Background: an optimization exercise with open tools, aiming at small area, a short achievable clock period and few clock cycles. Do not read the settings as production practice. In this exercise RTL edits were held to simulation tests only and were not proved equivalent to the original. No activity file was given, so power comes from the tool's default toggle rates.

==> flow/run.sh <==
#!/bin/bash
set -euo pipefail
bash standard.sh SETUP_SLACK_MARGIN=7 "BUFFER_PORTS_ARGS=-buffer_cell sky130_fd_sc_hd__buf_4" finish > make_finish.log 2>&1
==> standard.sh <==
#!/bin/bash
# synth_recipe.tcl (not shown) runs the flow's synth.tcl, then flattens the netlist and writes it again
# the make line also repeats each setting of config.mk as NAME=value (left out here)
make -C /OpenROAD-flow-scripts/flow DESIGN_CONFIG=/design/flow/config.mk WORK_HOME=/design/flow/orfs CLKGATE_MAP_FILE= SYNTH_SCRIPT=/design/flow/synth_recipe.tcl "${@:-finish}"
==> config.mk <==
export PLATFORM = sky130hd
export DESIGN_NAME = softsynth_core
export DESIGN_NICKNAME = softsynth_core
export VERILOG_FILES = /design/flow/design.v
export SDC_FILE = /design/flow/constraint.sdc
export NUM_CORES = 4
export LEC_CHECK = 0
export CAP_MARGIN = 20
export CORE_MARGIN = 2
export CORE_UTILIZATION = 40
export SLEW_MARGIN = 20
==> constraint.sdc <==
create_clock -name core_clock -period 12.0 [get_ports {clk}]
set_input_delay 2.4000 -clock core_clock [delete_from_list [all_inputs] [get_ports {clk}]]
set_output_delay 2.4000 -clock core_clock [all_outputs]
set_load 0.01 [all_outputs]
==> design.v <==
module ss_voice (
    input  wire        clk,
    input  wire        clear,       
    input  wire        adv,         
    input  wire        sf,          
    input  wire        stop,        
    input  wire        sv,          
    input  wire [15:0] arg,
    input  wire [1:0]  ms_a,        
    input  wire [1:0]  ms_d,
    input  wire [1:0]  ms_r,
    input  wire        w_T,         
    input  wire        w_ts,        
    input  wire        w_neg,       
    input  wire        w_V,         
    input  wire        w_qr,        
    input  wire        w_r,         
    input  wire        w_from,      
    input  wire [21:0] b_T,
    input  wire [15:0] b_t,
    input  wire [2:0]  b_s,
    input  wire        b_neg,
    input  wire [14:0] b_V,
    input  wire [14:0] b_qs,
    input  wire [15:0] b_rm,
    output wire [2:0]  o_tag,
    output wire [14:0] o_peak,
    output wire [14:0] o_from,
    output wire [21:0] o_ticks,
    output wire [15:0] o_t,
    output wire [2:0]  o_s,
    output wire        o_neg,
    output wire        trans,       
    output wire [14:0] vol,
    output wire [15:0] smp,
    output wire        smp_z,       
    output wire        smp_n        
);
    localparam [2:0] T_STOP = 3'd0, T_ATTACK = 3'd1, T_DECAY = 3'd2,
                     T_SUSTAIN = 3'd3, T_RELEASE = 3'd4;
    reg [15:0] freq;
    reg [14:0] osc_vol;
    reg [15:0] phase;
    reg [14:0] peak;
    reg [2:0]  tag;
    reg [14:0] from;
    reg [21:0] ticks_rem;
    reg [2:0]  s;
    reg [15:0] t;
    reg        neg;
    reg [14:0] V;
    reg [15:0] r;
    reg [14:0] qs;      
    reg [15:0] rm;
    assign o_tag   = tag;
    assign o_peak  = peak;
    assign o_from  = from;
    assign o_ticks = ticks_rem;
    assign o_t     = t;
    assign o_s     = s;
    assign o_neg   = neg;
    assign vol     = osc_vol;
    wire is_a    = (tag == T_ATTACK);
    wire is_d    = (tag == T_DECAY);
    wire is_r    = (tag == T_RELEASE);
    wire is_ramp = is_a | is_d | is_r;
    wire tr_zero = (ticks_rem == 22'd0);
    assign trans = is_a & tr_zero;
    assign smp_z = (freq == 16'd0);
    assign smp_n = !smp_z && !(phase < 16'd24000);
    assign smp = smp_z ? 16'd0 : smp_n ? (16'd0 - {1'b0, osc_vol}) : {1'b0, osc_vol};
    wire [1:0]  ms_lo  = is_a ? ms_a : is_d ? ms_d : ms_r;
    wire [5:0]  T_lo   = {ms_lo[1] ^ ms_lo[0], ms_lo[0], 4'd0};
    wire [5:0]  mask   = ~(6'h3f << s);
    wire [21:0] tr_dec = ticks_rem - 22'd1;
    wire        roll   = (((tr_dec[5:0] ^ T_lo) & mask) == 6'd0);
    wire [17:0] r_sum  = {2'b0, r} + {2'b0, rm};
    wire [17:0] r_dif  = {2'b0, r} + {2'b0, rm} - {2'b0, t};
    wire        c      = ~r_dif[17];
    wire [14:0] v_a    = V + qs;
    wire [14:0] v_b    = V + qs + 15'd1;
    wire [14:0] v_next = (c ^ neg) ? v_b : v_a;
    wire [15:0] r_next = c ? r_dif[15:0] : r_sum[15:0];
    wire [16:0] ph_s0   = {1'b0, phase} + {1'b0, freq};
    wire [17:0] ph_s1   = {2'b0, phase} + {2'b0, freq} - 18'd48000;
    wire [17:0] ph_s2   = {2'b0, phase} + {2'b0, freq} - 18'd96000;
    wire [15:0] ph_next = !ph_s2[17] ? ph_s2[15:0] : !ph_s1[17] ? ph_s1[15:0] : ph_s0[15:0];
    always @(posedge clk) begin
        if (clear) begin
            freq    <= 16'd0;
            osc_vol <= 15'd0;
            phase   <= 16'd0;
            peak    <= 15'd0;
            tag     <= T_STOP;
        end else begin
            if (sf) begin
                freq <= arg;
                tag  <= T_ATTACK;
            end
            if (stop)
                tag  <= T_RELEASE;
            if (sv)
                peak <= arg[15] ? 15'd0 : arg[14:0];
            if (adv) begin
                if (is_ramp) begin
                    osc_vol <= V;
                    if (tr_zero) begin
                        if (is_a) begin
                            tag <= T_DECAY;
                        end else if (is_d) begin
                            tag <= T_SUSTAIN;
                        end else begin
                            tag  <= T_STOP;
                            freq <= 16'd0;
                        end
                    end else begin
                        ticks_rem <= tr_dec;
                        if (roll) begin
                            V <= v_next;
                            r <= r_next;
                        end
                    end
                end
                if (!(is_r && tr_zero))
                    phase <= ph_next[15:0];
            end
            if (w_T)
                ticks_rem <= b_T;
            if (w_V)
                V <= b_V;
            if (w_r)
                r <= b_rm;
        end
        if (w_ts) begin
            t <= b_t;
            s <= b_s;
        end
        if (w_neg)
            neg <= b_neg;
        if (w_from)
            from <= osc_vol;
        if (w_qr) begin
            qs <= b_qs;
            rm <= b_rm;
        end
    end
endmodule
module softsynth_core (
    input  wire        clk,
    input  wire        rst,             
    input  wire        cmd_valid,
    output wire        cmd_ready,
    input  wire [31:0] cmd,
    input  wire [15:0] cfg_attack_ms0,
    input  wire [15:0] cfg_decay_ms0,
    input  wire [15:0] cfg_release_ms0,
    input  wire [15:0] cfg_sustain0,
    input  wire [15:0] cfg_attack_ms1,
    input  wire [15:0] cfg_decay_ms1,
    input  wire [15:0] cfg_release_ms1,
    input  wire [15:0] cfg_sustain1,
    output reg  [15:0] out_sample,
    output reg         out_valid,
    output wire [31:0] out_rsp,
    output wire [7:0]  fault_code,
    output wire        fault
);
    localparam [7:0] OP_SET_FREQ    = 8'h01,
                     OP_SET_VOL     = 8'h02,
                     OP_VOL         = 8'h03,
                     OP_GET         = 8'h04,
                     OP_ADVANCE     = 8'h05,
                     OP_STOP        = 8'h06,
                     OP_STEP        = 8'h07,
                     OP_VOICE_RESET = 8'h08,
                     OP_MOD_SETVOL  = 8'h10,
                     OP_MOD_START   = 8'h11,
                     OP_MOD_STOP    = 8'h12,
                     OP_MIX_LEN     = 8'h30,
                     OP_TICK        = 8'h40,
                     OP_RESET       = 8'h7F;
    localparam [2:0] T_STOP = 3'd0, T_ATTACK = 3'd1, T_DECAY = 3'd2,
                     T_SUSTAIN = 3'd3, T_RELEASE = 3'd4;
    wire [7:0]  op  = cmd[31:24];
    wire [7:0]  tgt = cmd[23:16];
    wire [15:0] arg = cmd[15:0];
    reg         ready;
    reg  [15:0] rsp_lo;
    reg         rsp_hi;
    reg         flt;
    assign cmd_ready  = ready;
    assign out_rsp    = {{16{rsp_hi}}, rsp_lo};
    assign fault_code = {5'd0, flt, flt, 1'b0};
    assign fault      = flt;
    wire accept = cmd_valid && ready;
    wire tgt_ok   = (tgt == 8'd0) || (tgt == 8'd1);
    wire arg_zero = (arg == 16'd0);
    reg  legal;
    always @(*) begin
        case (op)
            OP_SET_FREQ, OP_SET_VOL, OP_MOD_SETVOL, OP_MOD_START:
                legal = tgt_ok;
            OP_VOL, OP_GET, OP_ADVANCE, OP_STOP, OP_STEP, OP_VOICE_RESET, OP_MOD_STOP:
                legal = tgt_ok && arg_zero;
            OP_MIX_LEN, OP_TICK, OP_RESET:
                legal = (tgt == 8'd0) && arg_zero;
            default:
                legal = 1'b0;
        endcase
    end
    wire do_cmd   = accept && legal;
    wire is_reset = rst || (do_cmd && op == OP_RESET);
    wire is_tick  = do_cmd && (op == OP_TICK);
    wire sel0 = (tgt[0] == 1'b0);
    wire sel1 = (tgt[0] == 1'b1);
    wire c_set_freq = do_cmd && (op == OP_SET_FREQ || op == OP_MOD_START);
    wire c_set_vol  = do_cmd && (op == OP_SET_VOL  || op == OP_MOD_SETVOL);
    wire c_stop     = do_cmd && (op == OP_STOP     || op == OP_MOD_STOP);
    wire c_advance  = do_cmd && (op == OP_ADVANCE  || op == OP_STEP);
    wire c_vreset   = do_cmd && (op == OP_VOICE_RESET);
    wire adv0 = (c_advance && sel0) || is_tick;
    wire adv1 = (c_advance && sel1) || is_tick;
    wire [2:0]  tag0, tag1, s0, s1;
    wire        neg0, neg1;
    wire [14:0] peak0, peak1, from0, from1, vol0, vol1;
    wire [21:0] ticks0, ticks1;
    wire [15:0] t0, t1, smp0, smp1;
    wire        trans0, trans1;
    reg         st_s1, st_r1, st_r2, st_r3, st_div, st_dw, st_c1, st_c2, st_c3, st_c5, st_mul, st_c6;
    reg         jv;         
    reg         rc;         
    reg         msus;       
    reg         pend1;      
    reg  [3:0]  cnt;
    reg  [2:0]  sreg;
    reg  [14:0] mA;
    reg  [15:0] mB;
    reg  [15:0] mR;
    reg  [14:0] mQ;
    wire [2:0]  tag_j   = jv ? tag1   : tag0;
    wire [14:0] peak_j  = jv ? peak1  : peak0;
    wire [14:0] from_j  = jv ? from1  : from0;
    wire [21:0] ticks_j = jv ? ticks1 : ticks0;
    wire [15:0] t_j     = jv ? t1     : t0;
    wire [2:0]  s_j     = jv ? s1     : s0;
    wire j_a = (tag_j == T_ATTACK);
    wire j_d = (tag_j == T_DECAY);
    wire [14:0] to_j   = j_a ? peak_j : j_d ? mQ : 15'd0;
    wire [14:0] vol_j  = jv ? vol1 : vol0;
    wire [14:0] fr_j   = j_d ? peak_j : st_r2 ? vol_j : from_j;    
    wire [15:0] diff_j = {1'b0, to_j} - {1'b0, fr_j};
    wire [15:0] difn_j = {1'b0, fr_j} - {1'b0, to_j};
    wire        neg_j  = diff_j[15];
    wire [14:0] M_j    = neg_j ? difn_j[14:0] : diff_j[14:0];
    wire [15:0] ms_j = jv ? (j_a ? cfg_attack_ms1 : j_d ? cfg_decay_ms1 : cfg_release_ms1)
                          : (j_a ? cfg_attack_ms0 : j_d ? cfg_decay_ms0 : cfg_release_ms0);
    wire [15:0] ms_c = tgt[0] ? (op[1] ? cfg_release_ms1 : cfg_attack_ms1)
                              : (op[1] ? cfg_release_ms0 : cfg_attack_ms0);
    wire [15:0] sn_j = jv ? (cfg_sustain1[15] ? 16'd0 : cfg_sustain1)
                          : (cfg_sustain0[15] ? 16'd0 : cfg_sustain0);
    wire [21:0] treg   = {mB[5:0], mR};
    wire [21:0] T48    = {mR, 5'd0} + {1'b0, mR, 4'd0};
    wire [21:0] T48e   = {mR, 5'd0} + {1'b0, mR, 4'd0} - ticks_j;
    wire        t_big  = (T48[21:16] != 6'd0);
    wire        tr_big = (treg[21:16] != 6'd0);
    wire [16:0] dsA = {mR, mA[14]};
    wire [17:0] ddA = {1'b0, dsA} - {2'b0, tt};
    wire        dcA = ~ddA[17];
    wire [15:0] drA = dcA ? ddA[15:0] : dsA[15:0];
    wire [14:0] dA  = {mA[13:0], dcA};
    reg  [15:0] tt;
    wire [17:0] mBa = mA[14] ? {2'b0, mB} : 18'd0;
    wire [17:0] mS  = {1'b0, mR, 1'b0} + mBa;
    wire [18:0] md1 = {2'b0, mR, 1'b0} + {1'b0, mBa} - {3'b0, tt};
    wire [18:0] md2 = {2'b0, mR, 1'b0} + {1'b0, mBa} - {2'b0, tt, 1'b0};
    wire        mc1 = ~md1[18];
    wire        mc2 = ~md2[18];
    wire [15:0] mrn = mc2 ? md2[15:0] : mc1 ? md1[15:0] : mS[15:0];
    wire [13:0] mQ1 = mQ[13:0] + 14'd1;        
    wire [14:0] mqn = {(mc2 ? mQ1 : mQ[13:0]), mc1 & ~mc2};
    wire [15:0] dv_t   = st_r2 ? T48[15:0] : tt;
    wire        dv_b10 = (dv_t[15:10] != 6'd0);
    wire        dv_b8  = (dv_t[15:8] != 8'd0);
    wire [15:0] dv_R   = dv_b10 ? {6'd0, M_j[14:5]} : dv_b8 ? {8'd0, M_j[14:7]} : {11'd0, M_j[14:10]};
    wire [14:0] dv_A   = dv_b10 ? {M_j[4:0], 10'd0} : dv_b8 ? {M_j[6:0], 8'd0} : {M_j[9:0], 5'd0};
    wire [3:0]  dv_c   = dv_b10 ? 4'd5 : dv_b8 ? 4'd3 : 4'd0;
    wire last_div = st_div && (cnt == 4'd9);
    wire last_mul = st_mul && (cnt == 4'd14);
    wire        rs_big  = st_r2 ? t_big : tr_big;
    wire        rs_zero = st_r2 && (T48 == 22'd0);
    wire        rs_go   = (st_r2 || st_r3) && !rs_big;
    wire        w_T   = st_r2;
    wire        w_ts  = rs_go;
    wire        w_neg = rs_go || (st_c3 && sreg == 3'd0);
    wire        w_V   = st_r2 || (st_c1 && ticks_j == 22'd0) || st_c6;
    wire        w_qr  = (rs_go && st_r3) || (st_c3 && sreg == 3'd0 && s_j != 3'd0) || st_dw;
    wire        w_r   = st_c6 || st_r2;
    wire [21:0] b_T   = T48;
    wire [15:0] b_t   = st_r2 ? T48[15:0] : treg[15:0];
    wire [2:0]  b_s   = st_r2 ? 3'd0 : sreg;
    wire [14:0] v_wr  = fr_j + (mQ ^ {15{neg_v}}) + {14'd0, neg_v};
    wire [14:0] b_V   = st_c6 ? v_wr : (st_r2 && !rs_zero) ? vol_j : to_j;
    wire        neg_v = jv ? neg1 : neg0;
    wire [14:0] b_qs  = st_dw ? ({15{neg_v}} ^ {5'd0, mA[9:0]}) : {15{neg_j}};
    wire [15:0] b_rm  = (st_dw || st_c6) ? mR : st_r2 ? 16'd0 : {1'b0, M_j};
    wire fin = (rs_go && (rs_zero || st_r3)) || (st_dw && !rc) ||
               (st_c1 && ticks_j == 22'd0) || st_c6;
    wire sv_d0 = c_set_vol && sel0 && (tag0 == T_DECAY);
    wire sv_d1 = c_set_vol && sel1 && (tag1 == T_DECAY);
    wire sv_a0 = c_set_vol && sel0 && (tag0 == T_ATTACK);
    wire sv_a1 = c_set_vol && sel1 && (tag1 == T_ATTACK);
    wire ramp0 = (c_set_freq || c_stop) && sel0;
    wire ramp1 = (c_set_freq || c_stop) && sel1;
    wire tr0   = adv0 && trans0;
    wire tr1   = adv1 && trans1;
    wire idle  = ready;
    always @(posedge clk) begin
        if (is_reset) begin
            {st_s1, st_r1, st_r2, st_r3, st_div, st_dw, st_c1, st_c2, st_c3, st_c5, st_mul, st_c6} <= 12'd0;
            pend1 <= 1'b0;
            ready <= 1'b1;
        end else if (idle) begin
            if (sv_d0 || sv_d1 || tr0 || tr1) begin
                st_s1 <= 1'b1;
                jv    <= sv_d1 || (tr1 && !tr0);
                rc    <= sv_d0 || sv_d1;
                pend1 <= tr0 && tr1;
                ready <= 1'b0;
            end else if (sv_a0 || sv_a1) begin
                st_c1 <= 1'b1;
                jv    <= sv_a1;
                rc    <= 1'b1;
                ready <= 1'b0;
            end else if (ramp0 || ramp1) begin
                st_r2 <= 1'b1;
                jv    <= ramp1;
                rc    <= 1'b0;
                ready <= 1'b0;
            end
        end else begin
            st_s1  <= 1'b0;
            st_r1  <= last_mul && msus && !rc;
            st_r2  <= st_r1;
            st_r3  <= (st_r2 || st_r3) && rs_big;
            st_div <= (st_div && !last_div) || (rs_go && !rs_zero && !st_r3) ||
                      (st_c3 && sreg == 3'd0 && s_j == 3'd0);
            st_dw  <= last_div;
            st_c1  <= last_mul && msus && rc;
            st_c2  <= st_c1 && ticks_j != 22'd0;
            st_c3  <= st_c2 || (st_c3 && sreg != 3'd0);
            st_c5  <= (st_dw && rc) || (st_c3 && sreg == 3'd0 && s_j != 3'd0);
            st_mul <= st_s1 || st_c5 || (st_mul && !last_mul);
            st_c6  <= last_mul && !msus;
            if (fin) begin
                if (pend1) begin
                    st_s1 <= 1'b1;
                    jv    <= 1'b1;
                    rc    <= 1'b0;
                    pend1 <= 1'b0;
                end else begin
                    ready <= 1'b1;
                end
            end
        end
        if (idle) begin
            mR <= ms_c;                
        end
        if (st_s1) begin               
            mA   <= peak_j;
            mB   <= sn_j;
            mR   <= 16'd0;
            mQ   <= 15'd0;
            msus <= 1'b1;
            tt   <= 16'd32767;
            cnt  <= 4'd0;
        end
        if (st_r1 || st_c1)            
            mR <= ms_j;
        if (st_c1 || st_c5)
            tt <= t_j;
        if (w_ts)
            tt <= b_t;
        if (st_r2 || st_r3) begin
            if (rs_big) begin
                mR      <= st_r2 ? T48[16:1] : treg[16:1];
                mB[5:0] <= st_r2 ? {1'b0, T48[21:17]} : {1'b0, treg[21:17]};
            end else begin
                mR  <= dv_R;
                mA  <= dv_A;
                cnt <= dv_c;
            end
            sreg <= st_r2 ? {2'b0, t_big} : sreg + {2'b0, rs_big};
        end
        if (st_c2) begin               
            mR      <= T48e[15:0];
            mB[5:0] <= T48e[21:16];
            sreg    <= s_j;
        end
        if (st_c3) begin               
            if (sreg != 3'd0) begin
                mR      <= treg[16:1];
                mB[5:0] <= {1'b0, treg[21:17]};
                sreg    <= sreg - 3'd1;
            end else begin
                mB  <= mR;
                mR  <= dv_R;
                mA  <= dv_A;
                cnt <= dv_c;
            end
        end
        if (st_c5) begin               
            mA   <= M_j;
            mR   <= 16'd0;
            mQ   <= 15'd0;
            msus <= 1'b0;
            cnt  <= 4'd0;
        end
        if (st_div) begin
            mA  <= dA;
            mR  <= drA;
            cnt <= cnt + 4'd1;
        end
        if (st_mul) begin
            mA  <= {mA[13:0], 1'b0};
            mR  <= mrn;
            mQ  <= mqn;
            cnt <= cnt + 4'd1;
        end
    end
    ss_voice u_voice0 (
        .clk(clk),
        .clear(is_reset || (c_vreset && sel0)),
        .adv(adv0),
        .sf(c_set_freq && sel0),
        .stop(c_stop && sel0),
        .sv(c_set_vol && sel0),
        .arg(arg),
        .ms_a(cfg_attack_ms0[1:0]), .ms_d(cfg_decay_ms0[1:0]), .ms_r(cfg_release_ms0[1:0]),
        .w_T(w_T && !jv), .w_ts(w_ts && !jv), .w_neg(w_neg && !jv),
        .w_V(w_V && !jv), .w_qr(w_qr && !jv), .w_r(w_r && !jv), .w_from(st_r2 && !jv),
        .b_T(b_T), .b_t(b_t), .b_s(b_s), .b_neg(neg_j), .b_V(b_V), .b_qs(b_qs), .b_rm(b_rm),
        .o_tag(tag0), .o_peak(peak0), .o_from(from0), .o_ticks(ticks0), .o_t(t0), .o_s(s0), .o_neg(neg0),
        .trans(trans0), .vol(vol0), .smp(smp0), .smp_z(sz0), .smp_n(sn0)
    );
    ss_voice u_voice1 (
        .clk(clk),
        .clear(is_reset || (c_vreset && sel1)),
        .adv(adv1),
        .sf(c_set_freq && sel1),
        .stop(c_stop && sel1),
        .sv(c_set_vol && sel1),
        .arg(arg),
        .ms_a(cfg_attack_ms1[1:0]), .ms_d(cfg_decay_ms1[1:0]), .ms_r(cfg_release_ms1[1:0]),
        .w_T(w_T && jv), .w_ts(w_ts && jv), .w_neg(w_neg && jv),
        .w_V(w_V && jv), .w_qr(w_qr && jv), .w_r(w_r && jv), .w_from(st_r2 && jv),
        .b_T(b_T), .b_t(b_t), .b_s(b_s), .b_neg(neg_j), .b_V(b_V), .b_qs(b_qs), .b_rm(b_rm),
        .o_tag(tag1), .o_peak(peak1), .o_from(from1), .o_ticks(ticks1), .o_t(t1), .o_s(s1), .o_neg(neg1),
        .trans(trans1), .vol(vol1), .smp(smp1), .smp_z(sz1), .smp_n(sn1)
    );
    wire        sz0, sn0, sz1, sn1;
    wire [16:0] mx0 = sz0 ? 17'd0 : sn0 ? {2'b11, ~vol0} : {2'b00, vol0};
    wire [16:0] mx1 = sz1 ? 17'd0 : sn1 ? {2'b11, ~vol1} : {2'b00, vol1};
    wire signed [16:0] mix_sum = mx0 + mx1 + {16'd0, sn0} + {16'd0, sn1};
    wire        [15:0] mix_sat = (mix_sum > 17'sd32767)  ? 16'h7FFF :
                                 (mix_sum < -17'sd32768) ? 16'h8000 : mix_sum[15:0];
    wire [14:0] sel_vol = sel1 ? vol1 : vol0;
    wire [15:0] sel_smp = sel1 ? smp1 : smp0;
    always @(posedge clk) begin
        if (is_reset) begin
            out_sample <= 16'd0;
            out_valid  <= 1'b0;
            rsp_lo     <= 16'd0;
            rsp_hi     <= 1'b0;
            flt        <= 1'b0;
        end else if (accept) begin
            if (!legal) begin
                flt <= 1'b1;
            end else begin
                case (op)
                    OP_VOL: begin
                        rsp_lo <= {1'b0, sel_vol};
                        rsp_hi <= 1'b0;
                    end
                    OP_GET, OP_STEP: begin
                        rsp_lo <= sel_smp;
                        rsp_hi <= 1'b0;
                    end
                    OP_MIX_LEN: begin
                        rsp_lo <= 16'hFFFF;
                        rsp_hi <= 1'b1;
                    end
                    OP_TICK: begin
                        out_sample <= mix_sat;
                        out_valid  <= 1'b1;
                    end
                    default: ;
                endcase
            end
        end
    end
endmodule
==> results of run 1 <==
[path summary, 6_finish.rpt]
check                                  from                        endpoint  depth (start not counted)
max reg2reg        u_voice0.rm[0]$_DFFE_PP_        u_voice0.V[13]$_DFFE_PP_                         23
max                u_voice0.rm[0]$_DFFE_PP_        u_voice0.V[13]$_DFFE_PP_                         23
min          u_voice0.peak[13]$_SDFFE_PN0P_  u_voice0.peak[13]$_SDFFE_PN0P_                          2
min reg2reg  u_voice0.peak[13]$_SDFFE_PN0P_  u_voice0.peak[13]$_SDFFE_PN0P_                          2
[layer usage]
layer / vias up / wire length [microns]
met3: 297 / 12700
met5: - / 0
met1: 19523 / 68700
met2: 1557 / 71100
met4: 0 / 6260
li1: 19116 / -
[layout make-up]
cell class	count	area, sq um	share of cell area [%]
timing repair buffer	435	3700	7.33
inverter	204	768	1.52
antenna	1	2.50	0.00496
multi-input combinational	4127	29400	58.2
clock buffer	86	1720	3.41
tap	1391	1740	3.45
clock inverter	24	407	0.805
sequential	497	12800	25.3
[cells by family (layout without fill, tap and decap cells)]
group	after synthesis	count (layout)	share of synthesized area, %
AO/OA/AOI/OAI	1522	1526	22.9
XOR/XNOR	378	378	7.76
adder cells (fa/ha/maj)	336	336	10.2
buffers and inverters	494	749	4.70
flip-flops	497	497	29.9
multiplexers	256	256	7.04
other	1	7	0.00879
AND/OR/NAND/NOR	1624	1625	17.6
[stage by stage]
| step | hold WS, ps | utilization [%] |
|---|---|---|
| floorplan | 406 | - |
| global placement | 438 | 43.1 |
| detailed placement | 443 | 43.2 |
| CTS | 452 | 46.5 |
| global route | 465 | 47.8 |
| finish | 454 | 47.8 |
[tightest hold or removal path: stages (launching register included)]
cell and delay [ps]:
dfxtp_1 310, nand2_1 50, a21oi_1 50
[cells in the mapped netlist, types with 32 or more instances]
| cell | instances | area, sq um |
|---|---|---|
| nand2_1 | 576 | 2160 |
| a21oi_1 | 471 | 2360 |
| nor2_1 | 455 | 1710 |
| o21ai_0 | 333 | 1670 |
| ha_1 | 316 | 3950 |
| edfxtp_1 | 279 | 8380 |
| xnor2_1 | 272 | 2380 |
| dfxtp_1 | 218 | 4360 |
| clkbuf_1 | 211 | 792 |
| inv_1 | 200 | 751 |
| mux2i_1 | 192 | 1920 |
| nor3_1 | 117 | 586 |
| xor2_1 | 106 | 928 |
| nand3_1 | 91 | 455 |
| a21o_1 | 89 | 668 |
| a211oi_1 | 88 | 661 |
| nor2b_1 | 67 | 419 |
| a31oi_1 | 55 | 344 |
| o211ai_1 | 54 | 405 |
| o21a_1 | 53 | 398 |
| nand2b_1 | 47 | 294 |
| and2_1 | 46 | 288 |
| nor4_1 | 41 | 257 |
| buf_2 | 39 | 195 |
| o21bai_1 | 35 | 263 |
| o31ai_1 | 34 | 255 |
| mux2_2 | 32 | 360 |
| mux4_2 | 32 | 721 |
[sequential cells by signal, summed over array words and instances (netlist names), 16 cells and up]
signal and cells:
u_voice0.ticks_rem 22, u_voice0.rm 16, u_voice1.phase 16, u_voice0.freq 16, out_sample 16, tt 16
u_voice1.freq 16, u_voice0.r 16, u_voice0.phase 16, u_voice0.t 16, u_voice1.ticks_rem 22, u_voice1.rm 16
rsp_lo 16, mB 16, u_voice1.r 16, mR 16, u_voice1.t 16
[power groups by stage]
| stage | clock network (mW) | logic, mW | registers (mW) |
|---|---|---|---|
| 4_1_cts | 2.01 | 1.64 | 1.92 |
| 3_5_place_dp | 0 | 1.53 | 1.96 |
| 3_3_place_gp | 0 | 1.53 | 1.96 |
| 6_report | 2.00 | 1.74 | 1.92 |
| 5_1_grt | 2.07 | 1.89 | 1.92 |
| 2_1_floorplan | 0 | 1.14 | 1.92 |
[what timing repair did]
item                       4_1_cts  5_1_grt
resized for setup              149      170
setup endpoints to repair      519      349
setup buffers                   76       76
pin swaps                       34       55
cloned                           8        5
==> results.txt, run 1 <==
CTS H-tree lvls = 2
Fillers = 10,129
CP bufs+invs = 3
Max-slew violations = 0
Cells after synthesis = 5,108
Clk slew on worst S/H paths = 60 ps
DRT Pass-1 Iters = 6
Worst EP arrival = 5920 ps
Accumulated negative setup slack = 0 ps
Cell Count, Final, Fillers Out = 6,765
GR Util met1 = 37.7%
Final Cycle Share = 46.3%
GR peak layer = met2
Switching part of the total = 32.6%
Initial core utilization = 40.4%
CP delay by family, top = compound AO/OA/AOI/OAI gates
CTS tree = done
Setup violators final = 0
Post-Route WL = 159,000 microns
Placement Setup Slack = 5240 ps
CP Class = reg -> reg
Initial drt markers = 3,725
Top-level I/O count = 222
Design Power = 5.65 mW
Startpoint types = register
Met2 usage = 44.4%
Routed vias = 40,493
Reg-to-reg setup timing slack = 6440 ps
Setup crit end kind = register
Placed Cells incl. Taps = 6,488
RePlAce Congestion = 0.962
Slew @ Worst Pin = 1080 ps
Status = no timing/DRC/antenna violations
Netlist cell types = 107
Pleak = 20.0 nW
DP HPWL = 118,000 microns
Clock sink count = 497
Core Region = 106,000 sq um
Buffers on Ports = 215
Top FF cell, synth = edfxtp_1
Most frequent cells in the layout = nand2_1 (569), a21oi_1 (443), nor2_1 (436), buf_4 (392), ha_1 (303)
Total Nets Final = 5,820
CTS Buf Count = 58
Vias in the first global route = 37,741
Longest Clk Path Bufs = 3
Setup WS post-layout = 6440 ps
Syn Area/Cell = 8.35 sq um
Unrepaired setup endpoints after global routing = true
Via density = 5.99
Largest net degree at the start of global routing = 51
Hold buffer count at CTS = 0
Overflow after GRT = 0
Fin crit period = 5560 ps
Number of synthesized register bits = 497
Root buffer cell = clkbuf_16
Clock Skew = 17.5 ps
Post-route cell area = 50,500 sq um
Part of the power in registers = 33.9%
Asr flop ratio synth = 0%
Clock power frac = 35.4%
Initial antenna violation count = 7
Max Clk Rate = 0.180 GHz
Commonest non-fill, non-tap cell in the layout = nand2_1
Seq/Total Area, Yosys = 29.9%
Layout cells sized above 1 = 16.3%
MaxCap Viol Count = 0
DRC = 0
Total die area = 109,000 sq um
Area Growth Syn to Fin = 18.3%
Fin. Hold Viols = 0
Logic pwr share = 30.7%
Worst min-delay path category = reg -> reg
Max_slew headroom = 27.4%
Largest stage delay, worst path = 510 ps
Peak supply drop = 0.132 mV
Row cnt = 119
Cell repeated most along the worst path = buf_4
Die Width = 331 microns
Post-DP Area = 45,600 sq um
Avg WL per Cell = 23.5 microns
Slowest-stage cell, CP = or4_4
CP Cell Sequence = ha_2 > fa_2 > a21o_1 > a21oi_2 > nor2_2 > o41a_1 > a41o_1 > nor2_1 > xnor2_1 > ha_1 > buf_4 > nand4_1 > o21bai_1 > o211ai_1 > o22ai_2 > o41ai_4 > buf_4 > buf_6 > nand3b_1 > or3b_4 > or4_4 > xnor2_2 > mux2i_1
CP Data Required Time = 12,360 ps
Critical path peak fanout = 4
Global-route wire length before repair = 234,000 microns
Post-synth EDFFs = 279
Psw = 1.84 mW
Internal = 3.81 mW
Skew-Pair Late Insertion Delay = 640 ps
GRT met3 Usage = 5.15%
Die span in y = 331 microns
ANT nets after route = 0
Power Dens Cells = 112 nW/um^2
Yosys warns = 2
Post-synthesis cell area = 42,700 sq um
GR Util All Layers = 27.9%
Testbench counts, summed over its fixed seeds: cycles 72,633.
==> inputs of run 2 (changes only) <==
--- a/design.v
+++ b/design.v
@@ -314,13 +314,29 @@
     wire tr0   = adv0 && trans0;
     wire tr1   = adv1 && trans1;
     wire idle  = ready;
+    reg  bg_arm, bg_run, bg_ok, bg_v;
+    wire att0     = (tag0 == T_ATTACK);
+    wire att1     = (tag1 == T_ATTACK);
+    wire bg_start = idle && !bg_arm && !bg_run && !bg_ok && (att0 || att1);
+    wire bg_busy  = bg_arm || bg_run || bg_start;
+    wire bg_use0  = bg_ok && !bg_v;
+    wire bg_use1  = bg_ok && bg_v;
+    wire job_go   = sv_d0 || sv_d1 || tr0 || tr1 || sv_a0 || sv_a1 || ramp0 || ramp1;
+    wire bg_kill  = is_reset || job_go || c_set_vol || c_set_freq || c_stop || c_vreset;
+    wire bg_last  = bg_run && (cnt == 4'd14);
     always @(posedge clk) begin
         if (is_reset) begin
             {st_s1, st_r1, st_r2, st_r3, st_div, st_dw, st_c1, st_c2, st_c3, st_c5, st_mul, st_c6} <= 12'd0;
             pend1 <= 1'b0;
             ready <= 1'b1;
         end else if (idle) begin
-            if (sv_d0 || sv_d1 || tr0 || tr1) begin
+            if ((tr0 && bg_use0) || (tr1 && !tr0 && bg_use1)) begin
+                st_r1 <= 1'b1;         
+                jv    <= !tr0;
+                rc    <= 1'b0;
+                pend1 <= tr0 && tr1;
+                ready <= 1'b0;
+            end else if (sv_d0 || sv_d1 || tr0 || tr1) begin
                 st_s1 <= 1'b1;
                 jv    <= sv_d1 || (tr1 && !tr0);
                 rc    <= sv_d0 || sv_d1;
@@ -332,7 +348,8 @@
                 rc    <= 1'b1;
                 ready <= 1'b0;
             end else if (ramp0 || ramp1) begin
-                st_r2 <= 1'b1;
+                st_r2 <= !bg_busy;     
+                st_r1 <= bg_busy;
                 jv    <= ramp1;
                 rc    <= 1'b0;
                 ready <= 1'b0;
@@ -362,9 +379,33 @@
                 end
             end
         end
-        if (idle) begin
+        if (idle && !bg_busy) begin
             mR <= ms_c;                
         end
+        if (bg_kill) begin
+            bg_arm <= 1'b0;
+            bg_run <= 1'b0;
+            bg_ok  <= 1'b0;
+        end else if (bg_start) begin
+            bg_arm <= 1'b1;
+            jv     <= !att0;
+        end else if (bg_arm) begin
+            bg_arm <= 1'b0;
+            bg_run <= 1'b1;
+            bg_v   <= jv;
+        end else if (bg_last) begin
+            bg_run <= 1'b0;
+            bg_ok  <= 1'b1;
+        end
+        if (bg_arm) begin              
+            mA   <= peak_j;
+            mB   <= sn_j;
+            mR   <= 16'd0;
+            mQ   <= 15'd0;
+            msus <= 1'b1;
+            tt   <= 16'd32767;
+            cnt  <= 4'd0;
+        end
         if (st_s1) begin               
             mA   <= peak_j;
             mB   <= sn_j;
@@ -420,7 +461,7 @@
             mR  <= drA;
             cnt <= cnt + 4'd1;
         end
-        if (st_mul) begin
+        if (st_mul || bg_run) begin
             mA  <= {mA[13:0], 1'b0};
             mR  <= mrn;
             mQ  <= mqn;
==> results.txt, run 2 <==
CP Class = reg -> reg (unchanged)
Biggest regs = u_voice0.ticks_rem x22, u_voice1.ticks_rem x22 (unchanged)
Top cell type's share of synthesized area = 19.6% (about the same)
CP Data Required Time = 12,390 ps (was 12,360 ps)
Setup WS post-layout = 7050 ps (was 6440 ps)
Critical path peak fanout = 5 (was 4)
Top cells by area, synth = edfxtp_1 (20%), dfxtp_1 (10%), ha_1 (9.2%), mux2i_1 (5.1%), nor2_1 (5.0%) (was edfxtp_1 (20%), dfxtp_1 (10%), ha_1 (9.3%), xnor2_1 (5.6%), a21oi_1 (5.5%))
Power Dens Cells = 129 nW/um^2 (was 112 nW/um^2)
Netlist cell types = 102 (was 107)
Via density = 6.06 (was 5.99)
Asr flop ratio synth = 0% (unchanged)
DP HPWL = 116,000 microns (was 118,000 microns)
Clock Skew = 44.3 ps (was 17.5 ps)
Post-synth EDFFs = 279 (unchanged)
Initial drt markers = 3,785 (was 3,725)
DRC = 0 (unchanged)
Buffers on Ports = 215 (unchanged)
Longest Clk Path Bufs = 3 (unchanged)
Die span in y = 331 microns (about the same)
Total die area = 110,000 sq um (was 109,000 sq um)
Initial core utilization = 40.5% (was 40.4%)
CP bufs+invs = 1 (was 3)
Fillers = 10,251 (was 10,129)
Commonest cells in the netlist = nor2_1 (571), a21oi_1 (425), nand2_1 (412) (was nand2_1 (576), a21oi_1 (471), nor2_1 (455))
Number of synthesized register bits = 501 (was 497)
Commonest non-fill, non-tap cell in the layout = nor2_1 (was nand2_1)
Seq/Total Area, Yosys = 30.0% (was 29.9%)
Routed vias = 40,428 (was 40,493)
Status = no timing/DRC/antenna violations (unchanged)
Vias in the first global route = 37,936 (was 37,741)
Most frequent cell after synthesis = nor2_1 (was nand2_1)
Post-synthesis compound-gate area fraction = 22.3% (was 22.9%)
Most frequent cells in the layout = nor2_1 (548), nand2_1 (405), a21oi_1 (395), o21ai_0 (339), buf_4 (338) (was nand2_1 (569), a21oi_1 (443), nor2_1 (436), buf_4 (392), ha_1 (303))
Area Growth Syn to Fin = 15.7% (was 18.3%)
Slew @ Worst Pin = 1210 ps (was 1080 ps)
Post-Synth XOR/XNOR Area = 7.54% (was 7.76%)
Skew-Pair Late Insertion Delay = 670 ps (was 640 ps)
Top-level I/O count = 222 (unchanged)
Post-Route Utilization = 46.8% (was 47.8%)
CTS Buf Count = 57 (was 58)
Post-synthesis mux area share = 8.13% (was 7.04%)
Clock sink count = 501 (was 497)
Largest net degree at the start of global routing = 58 (was 51)
Hold Crit Depth = 2 (unchanged)
Syn Area/Cell = 8.44 sq um (was 8.35 sq um)
Max-slew violations = 0 (unchanged)
Post-route cell area = 49,500 sq um (was 50,500 sq um)
Slowest-stage cell, CP = edfxtp_1 (was or4_4)
Top FF cell, synth = edfxtp_1 (unchanged)
Global-route wire length before repair = 232,000 microns (was 234,000 microns)
CP delay by family, top = compound AO/OA/AOI/OAI gates (unchanged)
Register area = 12,800 sq um (about the same)
Total Nets Final = 5,733 (was 5,820)
Hold buffer count at CTS = 0 (unchanged)
Stages on worst setup path = 20 (was 23)
Root buffer cell = clkbuf_16 (unchanged)
Startpoint types = register (unchanged)
MaxCap Viol Count = 0 (unchanged)
Row cnt = 119 (unchanged)
Core Region = 106,000 sq um (about the same)
Max Clk Rate = 0.202 GHz (was 0.180 GHz)
CP Cell Sequence = buf_4 > ha_2 > fa_2 > a21o_1 > a21oi_4 > o21bai_1 > a21oi_2 > xnor2_2 > ha_2 > o21a_1 > nor2_1 > o31a_1 > a21oi_2 > nand4_1 > a21boi_2 > a2111o_2 > mux2_2 > o21ai_2 > o22ai_1 > a21o_1 (was ha_2 > fa_2 > a21o_1 > a21oi_2 > nor2_2 > o41a_1 > a41o_1 > nor2_1 > xnor2_1 > ha_1 > buf_4 > nand4_1 > o21bai_1 > o211ai_1 > o22ai_2 > o41ai_4 > buf_4 > buf_6 > nand3b_1 > or3b_4 > or4_4 > xnor2_2 > mux2i_1)
Avg WL per Cell = 23.4 microns (was 23.5 microns)
Die Width = 331 microns (about the same)
Post-Route WL = 156,000 microns (was 159,000 microns)
GR Util All Layers = 27.5% (was 27.9%)
Fin crit period = 4950 ps (was 5560 ps)
RePlAce Congestion = 0.954 (was 0.962)
Placement Setup Slack = 5470 ps (was 5240 ps)
Yosys warns = 2 (unchanged)
Final Cycle Share = 41.3% (was 46.3%)
Worst EP arrival = 5340 ps (was 5920 ps)
Post-synthesis cell area = 42,800 sq um (was 42,700 sq um)
Accumulated negative setup slack = 0 ps (unchanged)
Post-DP Area = 45,800 sq um (was 45,600 sq um)
Synth Area in Simple Gates = 17.4% (was 17.6%)
Cells after synthesis = 5,069 (was 5,108)
Multi-input logic area = 29,100 sq um (was 29,400 sq um)
Clk slew on worst S/H paths = 60 ps (about the same)
Fin. Hold Viols = 0 (unchanged)
Post-synthesis adder-cell area fraction = 10.1% (was 10.2%)
CTS H-tree lvls = 2 (unchanged)
Setup crit end kind = register (unchanged)
Initial antenna violation count = 1 (was 7)
Peak supply drop = 0.109 mV (was 0.132 mV)
Reg2reg path depth = 20 (was 23)
Unrepaired setup endpoints after global routing = true (unchanged)
CTS tree = done (unchanged)
Setup violators final = 0 (unchanged)
Synth area leader = edfxtp_1 (unchanged)
Max_slew headroom = 18.4% (was 27.4%)
Pleak = 19.5 nW (was 20.0 nW)
ANT nets after route = 0 (unchanged)
DRT Pass-1 Iters = 6 (unchanged)
Largest stage delay, worst path = 440 ps (was 510 ps)
Layout cells sized above 1 = 14.7% (was 16.3%)
Largest family of logic cells by synthesized area = compound AO/OA/AOI/OAI gates (unchanged)
Worst min-delay path category = reg -> reg (unchanged)
Overflow after GRT = 0 (unchanged)
==> run 2: cell types whose count changed after synthesis, sizes merged, moves of 18 or more <==
cell / delta
nand2: -165
nor2: +116
a21oi: -45
o21ai: +40
xnor2: -31
mux2i: +25
xor2: +21
nand4: +18
==> run 2: path summary, 6_finish.rpt <==
path	start	to	slack (ps)
worst max register to register	mR[0]$_DFFE_PP_	mR[4]$_DFFE_PP_	7050
worst min register to register	mB[15]$_DFF_P_	mB[15]$_DFF_P_	450
worst min-delay path	mB[15]$_DFF_P_	mB[15]$_DFF_P_	450
worst max-delay path	mR[0]$_DFFE_PP_	mR[4]$_DFFE_PP_	7050
==> run 2: kinds of logic (layout without fill, tap and decap cells) <==
group,count (synthesis),count (layout)
flip-flops,501,501
XOR/XNOR,368,368
other,1,7
AND/OR/NAND/NOR,1608,1612
multiplexers,292,292
AO/OA/AOI/OAI,1485,1491
buffers and inverters,480,678
adder cells (fa/ha/maj),334,334
==> run 2: layer usage <==
metal | part of all wire [%] | GRT usage [%] | vias to the layer above
met5 | 0.0083 | 0 | -
met4 | 4.8 | 11.5 | 2
met3 | 7.2 | 3.46 | 357
li1 | - | - | 19031
met1 | 42 | 36.1 | 19389
met2 | 46 | 45.6 | 1649
==> run 2: area by class of cell <==
cell class | count | share of cell area, %
repair buffers | 369 | 6.24
multi-input cells | 4103 | 58.9
inverters | 204 | 1.56
flip-flops and latches | 501 | 25.9
clock buffers | 73 | 3.20
well taps | 1391 | 3.52
diodes | 1 | 0.00506
clock inverters | 32 | 0.688
==> run 2: per-stage QoR <==
step	power (mW)	std cells	hold WS, ps
2_1_floorplan	3.63	5074	403
3_3_place_gp	4.27	6486	440
3_5_place_dp	4.29	6487	447
4_1_cts	6.21	6630	455
5_1_grt	6.65	6673	473
6_report	6.36	6674	453
==> run 2: what timing repair did <==
action,in CTS,in global routing
gates cloned,8,5
endpoints found under the hold margin,0,0
pin swaps,23,40
setup buffers,30,37
setup endpoints to repair,489,330
resized for setup,114,137
==> run 2: tightest hold or removal path, cell delays in order, from the launching register on <==
cell	delay, ps
dfxtp_1	310
nand3_1	60
nand2_1	40
==> run 2: where the power goes <==
group,internal [mW],switching (mW),total [mW],leakage [nW]
Combinational,1.05,1.49,2.53,14.3
Clock,1.04,0.782,1.82,0.930
Sequential,1.89,0.120,2.01,4.25
Total,3.97,2.39,6.36,19.5
Testbench counts of run 2, summed over its fixed seeds: cycles 71,491.
==> inputs of run 3 (changes only) <==
==> flow/run.sh (replaced) <==
#!/bin/bash
set -euo pipefail
bash standard.sh SETUP_SLACK_MARGIN=7 CORE_UTILIZATION=60 "BUFFER_PORTS_ARGS=-buffer_cell sky130_fd_sc_hd__buf_4" finish > make_finish.log 2>&1
==> results.txt, run 3 <==
Status = no timing/DRC/antenna violations (unchanged)
Root buffer cell = clkbuf_16 (unchanged)
Die span in y = 271 microns (was 331 microns)
Most frequent cell after synthesis = nor2_1 (unchanged)
Overflow after GRT = 0 (unchanged)
Area Growth Syn to Fin = 14.8% (was 15.7%)
Syn Area/Cell = 8.44 sq um (unchanged)
Cell Count, Final, Fillers Out = 6,233 (was 6,674)
ANT nets after route = 0 (unchanged)
DP HPWL = 111,000 microns (was 116,000 microns)
Power Dens Cells = 132 nW/um^2 (was 129 nW/um^2)
Startpoint types = register (unchanged)
Seq/Total Area, Yosys = 30.0% (unchanged)
Reg2reg end = u_voice0.V[5]$_DFFE_PP_ (was mR[4]$_DFFE_PP_)
CP Class = reg -> reg (unchanged)
Fillers = 5,759 (was 10,251)
Peak supply drop = 0.155 mV (was 0.109 mV)
Clock Skew = 21.5 ps (was 44.3 ps)
Total Nets Final = 5,742 (was 5,733)
Top cells by area, synth = edfxtp_1 (20%), dfxtp_1 (10%), ha_1 (9.2%), mux2i_1 (5.1%), nor2_1 (5.0%) (unchanged)
Placement Setup Slack = 4960 ps (was 5470 ps)
Critical path peak fanout = 25 (was 5)
Accumulated negative setup slack = 0 ps (unchanged)
Setup crit end kind = register (unchanged)
Design Power = 6.47 mW (was 6.36 mW)
Largest stage delay, worst path = 560 ps (was 440 ps)
Biggest regs = u_voice0.ticks_rem x22, u_voice1.ticks_rem x22 (unchanged)
Via density = 6.61 (was 6.06)
Routed vias = 41,212 (was 40,428)
Netlist cell types = 102 (unchanged)
Post-synth EDFFs = 279 (unchanged)
Max_slew headroom = 23.6% (was 18.4%)
Clk slew on worst S/H paths = 60 ps (about the same)
Post-synthesis cell area = 42,800 sq um (unchanged)
CTS H-tree lvls = 2 (unchanged)
Clock sink count = 501 (unchanged)
DRT Pass-1 Iters = 10 (was 6)
Core Region = 70,300 sq um (was 106,000 sq um)
Slowest-stage cell, CP = or4b_4 (was edfxtp_1)
Row cnt = 97 (was 119)
CTS tree = done (unchanged)
Most frequent cells in the layout = nor2_1 (547), nand2_1 (405), a21oi_1 (397), buf_4 (355), o21ai_0 (351) (was nor2_1 (548), nand2_1 (405), a21oi_1 (395), o21ai_0 (339), buf_4 (338))
Hold slack = 455 ps (was 453 ps)
Unrepaired setup endpoints after global routing = true (unchanged)
CTS Buf Count = 56 (was 57)
MaxCap Viol Count = 0 (unchanged)
Hold path startpoint = u_voice0.phase[5]$_SDFFE_PN0P_ (was mB[15]$_DFF_P_)
Skew-Pair Late Insertion Delay = 640 ps (was 670 ps)
Max-slew violations = 0 (unchanged)
Vias in the first global route = 38,440 (was 37,936)
Buffers on Ports = 215 (unchanged)
Post-Route WL = 152,000 microns (was 156,000 microns)
Top cell type's share of synthesized area = 19.6% (unchanged)
DRC = 0 (unchanged)
GR Util All Layers = 39.5% (was 27.5%)
Reg-to-reg setup timing slack = 7000 ps (was 7050 ps)
Initial antenna violation count = 4 (was 1)
Pleak = 19.6 nW (was 19.5 nW)
Synth area leader = edfxtp_1 (unchanged)
Global-route wire length before repair = 228,000 microns (was 232,000 microns)
Initial core utilization = 60.9% (was 40.5%)
Setup WS post-layout = 7000 ps (was 7050 ps)
Fin crit period = 5000 ps (was 4950 ps)
Setup violators final = 0 (unchanged)
Largest net degree at the start of global routing = 55 (was 58)
Avg WL per Cell = 24.3 microns (was 23.4 microns)
Worst EP arrival = 5370 ps (was 5340 ps)
Cell repeated most along the worst path = o21ai_1
Worst min-delay path category = reg -> reg (unchanged)
CP delay by family, top = compound AO/OA/AOI/OAI gates (unchanged)
Commonest non-fill, non-tap cell in the layout = nor2_1 (unchanged)
Die Width = 271 microns (was 331 microns)
CP Data Required Time = 12,370 ps (was 12,390 ps)
RePlAce Congestion = 0.991 (was 0.954)
Yosys warns = 2 (unchanged)
Max Clk Rate = 0.200 GHz (was 0.202 GHz)
Post-Route Utilization = 69.9% (was 46.8%)
Slew @ Worst Pin = 1140 ps (was 1210 ps)
Reg2reg path depth = 14 (was 20)
Number of synthesized register bits = 501 (unchanged)
Post-route cell area = 49,100 sq um (was 49,500 sq um)
Top FF cell, synth = edfxtp_1 (unchanged)
Final Cycle Share = 41.7% (was 41.3%)
Post-DP Area = 45,200 sq um (was 45,800 sq um)
R2r startpoint = mR[0]$_DFFE_PP_ (unchanged)
Initial drt markers = 4,500 (was 3,785)
Hold EP = u_voice0.phase[5]$_SDFFE_PN0P_ (was mB[15]$_DFF_P_)
Placed Cells incl. Taps = 6,028 (was 6,487)
Fin. Hold Viols = 0 (unchanged)
Commonest cells in the netlist = nor2_1 (571), a21oi_1 (425), nand2_1 (412) (unchanged)
Layout cells sized above 1 = 14.9% (was 14.7%)
CP Cell Sequence = ha_1 > fa_1 > a21oi_1 > o21ai_1 > a2111oi_2 > nor3_1 > buf_4 > nor4_4 > or4b_4 > o41ai_4 > buf_12 > mux2i_1 > o21ai_1 > mux2_2 (was buf_4 > ha_2 > fa_2 > a21o_1 > a21oi_4 > o21bai_1 > a21oi_2 > xnor2_2 > ha_2 > o21a_1 > nor2_1 > o31a_1 > a21oi_2 > nand4_1 > a21boi_2 > a2111o_2 > mux2_2 > o21ai_2 > o22ai_1 > a21o_1)
Asr flop ratio synth = 0% (unchanged)
Stages on worst setup path = 14 (was 20)
Top-level I/O count = 222 (unchanged)
CP bufs+invs = 2 (was 1)
Hold Crit Depth = 2 (unchanged)
Cells after synthesis = 5,069 (unchanged)
Longest Clk Path Bufs = 3 (unchanged)
Total die area = 73,400 sq um (was 110,000 sq um)
[run 3: worst min-delay path, delay by kind of cell, from the launching register on]
kind | cells | cell delay (ps)
DFF | 1 | 310
AOI/OAI and AO/OA | 1 | 50
and+or+nand+nor | 1 | 50
[run 3: worst max path at each step]
stage | start | to
after CTS | u_voice1.rm[1]$_DFFE_PP_ | u_voice1.V[10]$_DFFE_PP_
final | mR[0]$_DFFE_PP_ | u_voice0.V[5]$_DFFE_PP_
after floorplan | cmd[28] | u_voice0.ticks_rem[0]$_SDFFCE_PP0P_
after detailed placement | jv$_DFF_P_ | u_voice1.r[12]$_DFFE_PP_
after global placement | jv$_DFF_P_ | u_voice1.r[12]$_DFFE_PP_
after global routing | jv$_DFF_P_ | mR[2]$_DFFE_PP_
[run 3: cell families (layout without fill, tap and decap cells)]
logic type | Yosys count | in the layout | share of synthesized area, %
xor+xnor | 368 | 368 | 7.54
mux | 292 | 292 | 8.13
other cells | 1 | 7 | 0.00877
simple gates | 1608 | 1612 | 17.4
fa+ha+maj | 334 | 334 | 10.1
flops | 501 | 501 | 30.0
buf+inv | 480 | 692 | 4.53
compound gates | 1485 | 1487 | 22.3
[run 3: layout make-up]
class,instances,area [sq um],area share [%]
antenna,1,2.50,0.00510
clock buffer,75,1610,3.27
clock inverter,30,423,0.861
inverter,204,777,1.58
multi-input combinational,4099,29100,59.2
sequential,501,12800,26.1
tap,940,1180,2.40
timing repair buffer,383,3210,6.53
[run 3: where the power goes]
part           internal [mW]  switching [mW]  leakage, nW
Sequential              1.88           0.120         4.25
Combinational           1.04            1.50         14.4
Clock                   1.14           0.780        0.977
Total                   4.06            2.40         19.6
[run 3: routing by layer]
layer | vias to the layer above | part of all wire, % | track usage [%]
li1 | 19022 | - | -
met1 | 19577 | 39 | 50.7
met2 | 2115 | 46 | 64.7
met3 | 498 | 8.6 | 5.88
met4 | 0 | 6.1 | 20.3
met5 | - | 0 | 0
[run 3: what timing repair did]
item	in CTS	in global routing
endpoints found under the setup margin	487	340
hold buffers	0	0
gates cloned	6	4
buffers inserted	41	48
pin swaps	22	34
resized for setup	111	106
==> inputs of run 4 (changes only) <==
--- a/design.v
+++ b/design.v
@@ -17,7 +17,8 @@
     input  wire        w_r,         
     input  wire        w_from,      
     input  wire [21:0] b_T,
-    input  wire [15:0] b_t,
+    input  wire [16:0] b_rmt,
+    input  wire        b_c,
     input  wire [2:0]  b_s,
     input  wire        b_neg,
     input  wire [14:0] b_V,
@@ -27,7 +28,8 @@
     output wire [14:0] o_peak,
     output wire [14:0] o_from,
     output wire [21:0] o_ticks,
-    output wire [15:0] o_t,
+    output wire [15:0] o_rm,
+    output wire [16:0] o_rmt,
     output wire [2:0]  o_s,
     output wire        o_neg,
     output wire        trans,       
@@ -46,7 +48,8 @@
     reg [14:0] from;
     reg [21:0] ticks_rem;
     reg [2:0]  s;
-    reg [15:0] t;
+    reg [16:0] rmt;     
+    reg        cr;      
     reg        neg;
     reg [14:0] V;
     reg [15:0] r;
@@ -56,7 +59,8 @@
     assign o_peak  = peak;
     assign o_from  = from;
     assign o_ticks = ticks_rem;
-    assign o_t     = t;
+    assign o_rm    = rm;
+    assign o_rmt   = rmt;
     assign o_s     = s;
     assign o_neg   = neg;
     assign vol     = osc_vol;
@@ -74,13 +78,12 @@
     wire [5:0]  mask   = ~(6'h3f << s);
     wire [21:0] tr_dec = ticks_rem - 22'd1;
     wire        roll   = (((tr_dec[5:0] ^ T_lo) & mask) == 6'd0);
-    wire [17:0] r_sum  = {2'b0, r} + {2'b0, rm};
-    wire [17:0] r_dif  = {2'b0, r} + {2'b0, rm} - {2'b0, t};
-    wire        c      = ~r_dif[17];
-    wire [14:0] v_a    = V + qs;
-    wire [14:0] v_b    = V + qs + 15'd1;
-    wire [14:0] v_next = (c ^ neg) ? v_b : v_a;
-    wire [15:0] r_next = c ? r_dif[15:0] : r_sum[15:0];
+    wire [16:0] r_add  = cr ? rmt : {1'b0, rm};
+    wire [16:0] r_nx   = {1'b0, r} + r_add;
+    wire [15:0] r_next = r_nx[15:0];
+    wire [17:0] c_chk  = {2'b0, r_next} + {rmt[16], rmt};
+    wire        c_next = ~c_chk[17];
+    wire [14:0] v_next = V + qs + {14'd0, cr ^ neg};
     wire [16:0] ph_s0   = {1'b0, phase} + {1'b0, freq};
     wire [17:0] ph_s1   = {2'b0, phase} + {2'b0, freq} - 18'd48000;
     wire [17:0] ph_s2   = {2'b0, phase} + {2'b0, freq} - 18'd96000;
@@ -117,7 +120,8 @@
                         ticks_rem <= tr_dec;
                         if (roll) begin
                             V <= v_next;
-                            r <= r_next;
+                            r  <= r_next;
+                            cr <= c_next;
                         end
                     end
                 end
@@ -128,20 +132,21 @@
                 ticks_rem <= b_T;
             if (w_V)
                 V <= b_V;
-            if (w_r)
-                r <= b_rm;
+            if (w_r) begin
+                r  <= b_rm;
+                cr <= b_c;
+            end
         end
-        if (w_ts) begin
-            t <= b_t;
+        if (w_ts)
             s <= b_s;
-        end
         if (w_neg)
             neg <= b_neg;
         if (w_from)
             from <= osc_vol;
         if (w_qr) begin
             qs <= b_qs;
-            rm <= b_rm;
+            rm  <= b_rm;
+            rmt <= b_rmt;
         end
     end
 endmodule
@@ -224,7 +229,8 @@
     wire        neg0, neg1;
     wire [14:0] peak0, peak1, from0, from1, vol0, vol1;
     wire [21:0] ticks0, ticks1;
-    wire [15:0] t0, t1, smp0, smp1;
+    wire [15:0] rm0, rm1, smp0, smp1;
+    wire [16:0] rmt0, rmt1;
     wire        trans0, trans1;
     reg         st_s1, st_r1, st_r2, st_r3, st_div, st_dw, st_c1, st_c2, st_c3, st_c5, st_mul, st_c6;
     reg         jv;         
@@ -241,7 +247,10 @@
     wire [14:0] peak_j  = jv ? peak1  : peak0;
     wire [14:0] from_j  = jv ? from1  : from0;
     wire [21:0] ticks_j = jv ? ticks1 : ticks0;
-    wire [15:0] t_j     = jv ? t1     : t0;
+    wire [15:0] rm_j    = jv ? rm1    : rm0;
+    wire [16:0] rmt_j   = jv ? rmt1   : rmt0;
+    wire [16:0] t_jx    = {1'b0, rm_j} - rmt_j;
+    wire [15:0] t_j     = t_jx[15:0];
     wire [2:0]  s_j     = jv ? s1     : s0;
     wire j_a = (tag_j == T_ATTACK);
     wire j_d = (tag_j == T_DECAY);
@@ -297,6 +306,10 @@
     wire        w_r   = st_c6 || st_r2;
     wire [21:0] b_T   = T48;
     wire [15:0] b_t   = st_r2 ? T48[15:0] : treg[15:0];
+    wire [15:0] b_tsb = st_r3 ? b_t : tt;
+    wire [16:0] b_rmt = {1'b0, b_rm} - {1'b0, b_tsb};
+    wire [17:0] c_chk = {2'b0, mR} + {rmt_j[16], rmt_j};
+    wire        b_c   = st_c6 && !c_chk[17];
     wire [2:0]  b_s   = st_r2 ? 3'd0 : sreg;
     wire [14:0] v_wr  = fr_j + (mQ ^ {15{neg_v}}) + {14'd0, neg_v};
     wire [14:0] b_V   = st_c6 ? v_wr : (st_r2 && !rs_zero) ? vol_j : to_j;
@@ -479,8 +492,8 @@
         .ms_a(cfg_attack_ms0[1:0]), .ms_d(cfg_decay_ms0[1:0]), .ms_r(cfg_release_ms0[1:0]),
         .w_T(w_T && !jv), .w_ts(w_ts && !jv), .w_neg(w_neg && !jv),
         .w_V(w_V && !jv), .w_qr(w_qr && !jv), .w_r(w_r && !jv), .w_from(st_r2 && !jv),
-        .b_T(b_T), .b_t(b_t), .b_s(b_s), .b_neg(neg_j), .b_V(b_V), .b_qs(b_qs), .b_rm(b_rm),
-        .o_tag(tag0), .o_peak(peak0), .o_from(from0), .o_ticks(ticks0), .o_t(t0), .o_s(s0), .o_neg(neg0),
+        .b_T(b_T), .b_rmt(b_rmt), .b_c(b_c), .b_s(b_s), .b_neg(neg_j), .b_V(b_V), .b_qs(b_qs), .b_rm(b_rm),
+        .o_tag(tag0), .o_peak(peak0), .o_from(from0), .o_ticks(ticks0), .o_rm(rm0), .o_rmt(rmt0), .o_s(s0), .o_neg(neg0),
         .trans(trans0), .vol(vol0), .smp(smp0), .smp_z(sz0), .smp_n(sn0)
     );
     ss_voice u_voice1 (
@@ -494,8 +507,8 @@
         .ms_a(cfg_attack_ms1[1:0]), .ms_d(cfg_decay_ms1[1:0]), .ms_r(cfg_release_ms1[1:0]),
         .w_T(w_T && jv), .w_ts(w_ts && jv), .w_neg(w_neg && jv),
         .w_V(w_V && jv), .w_qr(w_qr && jv), .w_r(w_r && jv), .w_from(st_r2 && jv),
-        .b_T(b_T), .b_t(b_t), .b_s(b_s), .b_neg(neg_j), .b_V(b_V), .b_qs(b_qs), .b_rm(b_rm),
-        .o_tag(tag1), .o_peak(peak1), .o_from(from1), .o_ticks(ticks1), .o_t(t1), .o_s(s1), .o_neg(neg1),
+        .b_T(b_T), .b_rmt(b_rmt), .b_c(b_c), .b_s(b_s), .b_neg(neg_j), .b_V(b_V), .b_qs(b_qs), .b_rm(b_rm),
+        .o_tag(tag1), .o_peak(peak1), .o_from(from1), .o_ticks(ticks1), .o_rm(rm1), .o_rmt(rmt1), .o_s(s1), .o_neg(neg1),
         .trans(trans1), .vol(vol1), .smp(smp1), .smp_z(sz1), .smp_n(sn1)
     );
     wire        sz0, sn0, sz1, sn1;
==> flow/run.sh (replaced) <==
#!/bin/bash
set -euo pipefail
bash standard.sh SETUP_SLACK_MARGIN=7 "BUFFER_PORTS_ARGS=-buffer_cell sky130_fd_sc_hd__buf_4" finish > make_finish.log 2>&1
==> results.txt, run 4 <==
Status = no timing/DRC/antenna violations (unchanged)
Asr flop ratio synth = 0% (unchanged)
Top cell type's share of synthesized area = 19.5% (was 19.6%)
Top cells by area, synth = edfxtp_1 (19%), dfxtp_1 (10%), ha_1 (10%), nor2_1 (5.2%), mux2i_1 (5.0%) (was edfxtp_1 (20%), dfxtp_1 (10%), ha_1 (9.2%), mux2i_1 (5.1%), nor2_1 (5.0%))
Top-level I/O count = 222 (unchanged)
Initial core utilization = 40.2% (was 60.9%)
CP Data Required Time = 12,380 ps (was 12,370 ps)
CTS H-tree lvls = 2 (unchanged)
Hold buffer count at CTS = 0 (unchanged)
Clock sink count = 505 (was 501)
Biggest regs = u_voice0.ticks_rem x22, u_voice1.ticks_rem x22 (unchanged)
DRT Pass-1 Iters = 6 (was 10)
CP Class = reg -> reg (unchanged)
Post-synthesis cell area = 43,600 sq um (was 42,800 sq um)
Fin crit period = 5640 ps (was 5000 ps)
Critical path peak fanout = 8 (was 25)
Initial antenna violation count = 7 (was 4)
Pleak = 21.1 nW (was 19.6 nW)
Vias in the first global route = 38,731 (was 38,440)
Syn Area/Cell = 8.50 sq um (was 8.44 sq um)
Total die area = 112,000 sq um (was 73,400 sq um)
Via density = 6.07 (was 6.61)
Fillers = 10,376 (was 5,759)
Seq/Total Area, Yosys = 29.7% (was 30.0%)
Worst EP arrival = 6020 ps (was 5370 ps)
Commonest non-fill, non-tap cell in the layout = nor2_1 (unchanged)
Clock power frac = 36.2% (was 29.7%)
Logic pwr share = 29.0% (was 39.3%)
Routed vias = 41,427 (was 41,212)
Die Width = 334 microns (was 271 microns)
Peak supply drop = 0.132 mV (was 0.155 mV)
Netlist cell types = 101 (was 102)
Area Growth Syn to Fin = 19.0% (was 14.8%)
Synth area leader = edfxtp_1 (unchanged)
Overflow after GRT = 0 (unchanged)
Post-synth EDFFs = 283 (was 279)
Diode count = 0 (was 1)
Post-Route WL = 163,000 microns (was 152,000 microns)
CTS tree = done (unchanged)
Fin. Hold Viols = 0 (unchanged)
ANT nets after route = 0 (unchanged)
Unrepaired setup endpoints after global routing = true (unchanged)
Register area = 13,000 sq um (was 12,800 sq um)
CTS Buf Count = 60 (was 56)
Total Nets Final = 5,895 (was 5,742)
MaxCap Viol Count = 0 (unchanged)
Multi-input logic area = 30,200 sq um (was 29,100 sq um)
Layout cells sized above 1 = 17.9% (was 14.9%)
Clock Skew = 53.4 ps (was 21.5 ps)
Setup WS post-layout = 6360 ps (was 7000 ps)
DRC = 0 (unchanged)
Number of synthesized register bits = 505 (was 501)
Setup violators final = 0 (unchanged)
Buffers on Ports = 215 (unchanged)
Largest net degree at the start of global routing = 46 (was 55)
Setup crit end kind = register (unchanged)
Switching part of the total = 33.4% (was 37.2%)
Max_slew headroom = 29.6% (was 23.6%)
Commonest cells in the netlist = nor2_1 (599), nand2_1 (449), a21oi_1 (383) (was nor2_1 (571), a21oi_1 (425), nand2_1 (412))
Clk slew on worst S/H paths = 60 ps (about the same)
Power Dens Cells = 108 nW/um^2 (was 132 nW/um^2)
Accumulated negative setup slack = 0 ps (unchanged)
Slew @ Worst Pin = 1060 ps (was 1140 ps)
Reg2reg path depth = 27 (was 14)
Row cnt = 121 (was 97)
Cells after synthesis = 5,129 (was 5,069)
Internal = 3.74 mW (was 4.06 mW)
Hold Crit Depth = 2 (unchanged)
Most frequent cells in the layout = nor2_1 (584), nand2_1 (445), buf_4 (391), a21oi_1 (356), ha_1 (330) (was nor2_1 (547), nand2_1 (405), a21oi_1 (397), buf_4 (355), o21ai_0 (351))
Worst min-delay path category = reg -> reg (unchanged)
Final Cycle Share = 47.0% (was 41.7%)
Max-slew violations = 0 (unchanged)
Most frequent cell after synthesis = nor2_1 (unchanged)
Max Clk Rate = 0.177 GHz (was 0.200 GHz)
Initial drt markers = 3,823 (was 4,500)
Startpoint types = register (unchanged)
Psw = 1.88 mW (was 2.40 mW)
Core Region = 108,000 sq um (was 70,300 sq um)
DP HPWL = 120,000 microns (was 111,000 microns)
Avg WL per Cell = 23.9 microns (was 24.3 microns)
Top FF cell, synth = edfxtp_1 (unchanged)
GR Util All Layers = 28.0% (was 39.5%)
Skew-Pair Late Insertion Delay = 700 ps (was 640 ps)
Die span in y = 334 microns (was 271 microns)
Root buffer cell = clkbuf_16 (unchanged)
Part of the power in registers = 34.7% (was 31.0%)
Placement Setup Slack = 4560 ps (was 4960 ps)
RePlAce Congestion = 0.958 (was 0.991)
Longest Clk Path Bufs = 3 (unchanged)
Yosys warns = 2 (unchanged)
Global-route wire length before repair = 242,000 microns (was 228,000 microns)
==> run 4: cell types whose count changed after synthesis, sizes merged, moves of 19 or more <==
| cell | previous run | this run |
|---|---|---|
| nor2 | 572 | 599 |
| a221oi | 28 | 47 |
| inv | 203 | 170 |
| clkbuf | 200 | 220 |
| a21oi | 426 | 384 |
| nand2 | 412 | 450 |
| ha | 316 | 354 |
| mux2 | 34 | 70 |
==> run 4: power by group through the flow <==
stage	Combinational, mW	Sequential (mW)	Clock, mW
3_3_place_gp	1.43	2.00	0
3_5_place_dp	1.43	2.00	0
2_1_floorplan	1.03	1.95	0
5_1_grt	1.75	1.95	2.11
4_1_cts	1.52	1.95	2.05
6_report	1.63	1.95	2.04
==> run 4: worst paths after layout <==
| kind | slack [ps] | to | start |
|---|---|---|---|
| worst max-delay path | 6360 | u_voice0.rmt[14]$_DFFE_PP_ | u_voice0.tag[2]$_SDFF_PN0_ |
| worst min-delay path | 460 | u_voice1.phase[0]$_SDFFE_PN0P_ | u_voice1.phase[0]$_SDFFE_PN0P_ |
| worst max register to register | 6360 | u_voice0.rmt[14]$_DFFE_PP_ | u_voice0.tag[2]$_SDFF_PN0_ |
| worst min register to register | 460 | u_voice1.phase[0]$_SDFFE_PN0P_ | u_voice1.phase[0]$_SDFFE_PN0P_ |
==> run 4: logic make-up after synthesis <==
family                   synth area share (%)
AND/OR/NAND/NOR                          17.8
multiplexers                             8.74
flip-flops                               29.7
XOR/XNOR                                 6.67
AO/OA/AOI/OAI                            21.7
other                                 0.00860
buffers and inverters                    4.31
adder cells (fa/ha/maj)                  11.1
==> run 4: stage by stage <==
step	hold slack (ps)	util [%]	cells	cell area, sq um	power (mW)
6_report	457	47.8	6824	51900	5.62
2_1_floorplan	406	-	5134	44000	2.98
5_1_grt	461	47.8	6824	51900	5.82
4_1_cts	442	47.0	6790	50900	5.53
3_3_place_gp	443	43.2	6563	46800	3.43
3_5_place_dp	452	43.2	6563	46800	3.43
==> run 4: cell type report <==
| class | count | share of cell area, % |
|---|---|---|
| clock buffer | 74 | 3.19 |
| clock inverter | 40 | 1.04 |
| inverter | 174 | 1.29 |
| multi-input combinational | 4166 | 58.3 |
| sequential | 505 | 25.0 |
| tap | 1414 | 3.41 |
| timing repair buffer | 449 | 7.74 |
| timing repair inverter | 2 | 0.0193 |
==> run 4: worst max-delay path: stages (launching register included) <==
cell and delay, ps:
dfxtp_4 350, or3b_4 420, o21ai_4 190, buf_12 150
buf_12 140, buf_16 150, o21a_4 180, ha_4 200
nor2b_4 120, o31a_1 280, o211ai_1 310, nand2_4 160
mux2i_1 220, xor2_1 300, a22oi_2 120, inv_2 140
ha_4 210, a21o_1 170, a21oi_2 160, o21ai_1 90
a21oi_2 170, nor2b_1 60, o21a_1 220, nor3_2 130
nor2_2 90, o41ai_4 260, o211ai_1 160, xor2_1 180
==> run 4: timing repair <==
action	4_1_cts	5_1_grt
buffers inserted	101	29
resized for setup	201	134
endpoints found under the setup margin	532	276
cloned	12	5
endpoints found under the hold margin	0	0
pin swaps	72	49
==> run 4: layer usage <==
layer | up-vias | GRT usage [%] | part of all wire (%)
met5 | - | 0 | 0.0080
met3 | 378 | 4.14 | 7.5
li1 | 19435 | - | -
met2 | 1708 | 45.9 | 46
met1 | 19904 | 36.9 | 42
met4 | 2 | 11.5 | 4.6
Testbench counts of run 4, summed over its fixed seeds: cycles 71,491.

-- re-timing with driven ports --
The results above use ideal ports. As a check the final layouts listed here were re-extracted and re-timed, cells and wires unchanged. Step 1: set_driving_cell puts a clkbuf_16 on clk and a buf_2 on each other input, an assumption about the parent block. Step 2, shift: input delay + t, output delay - t, t = (earliest + latest rising clock arrival at the registers) / 2. This alone moves slack from input paths to output paths. Three values: no drivers, after step 1, after step 2; two values: the first two.
run	shift t [ns]	setup slack, ns
run 1	0.700	6.439 / 6.439 / 6.401
run 2	0.714	7.049 / 7.049 / 6.499
run 3	0.694	6.995 / 6.995 / 6.425
run 4	0.742	6.363 / 6.363 / 6.363
After both steps setup and hold are still met in every run listed.
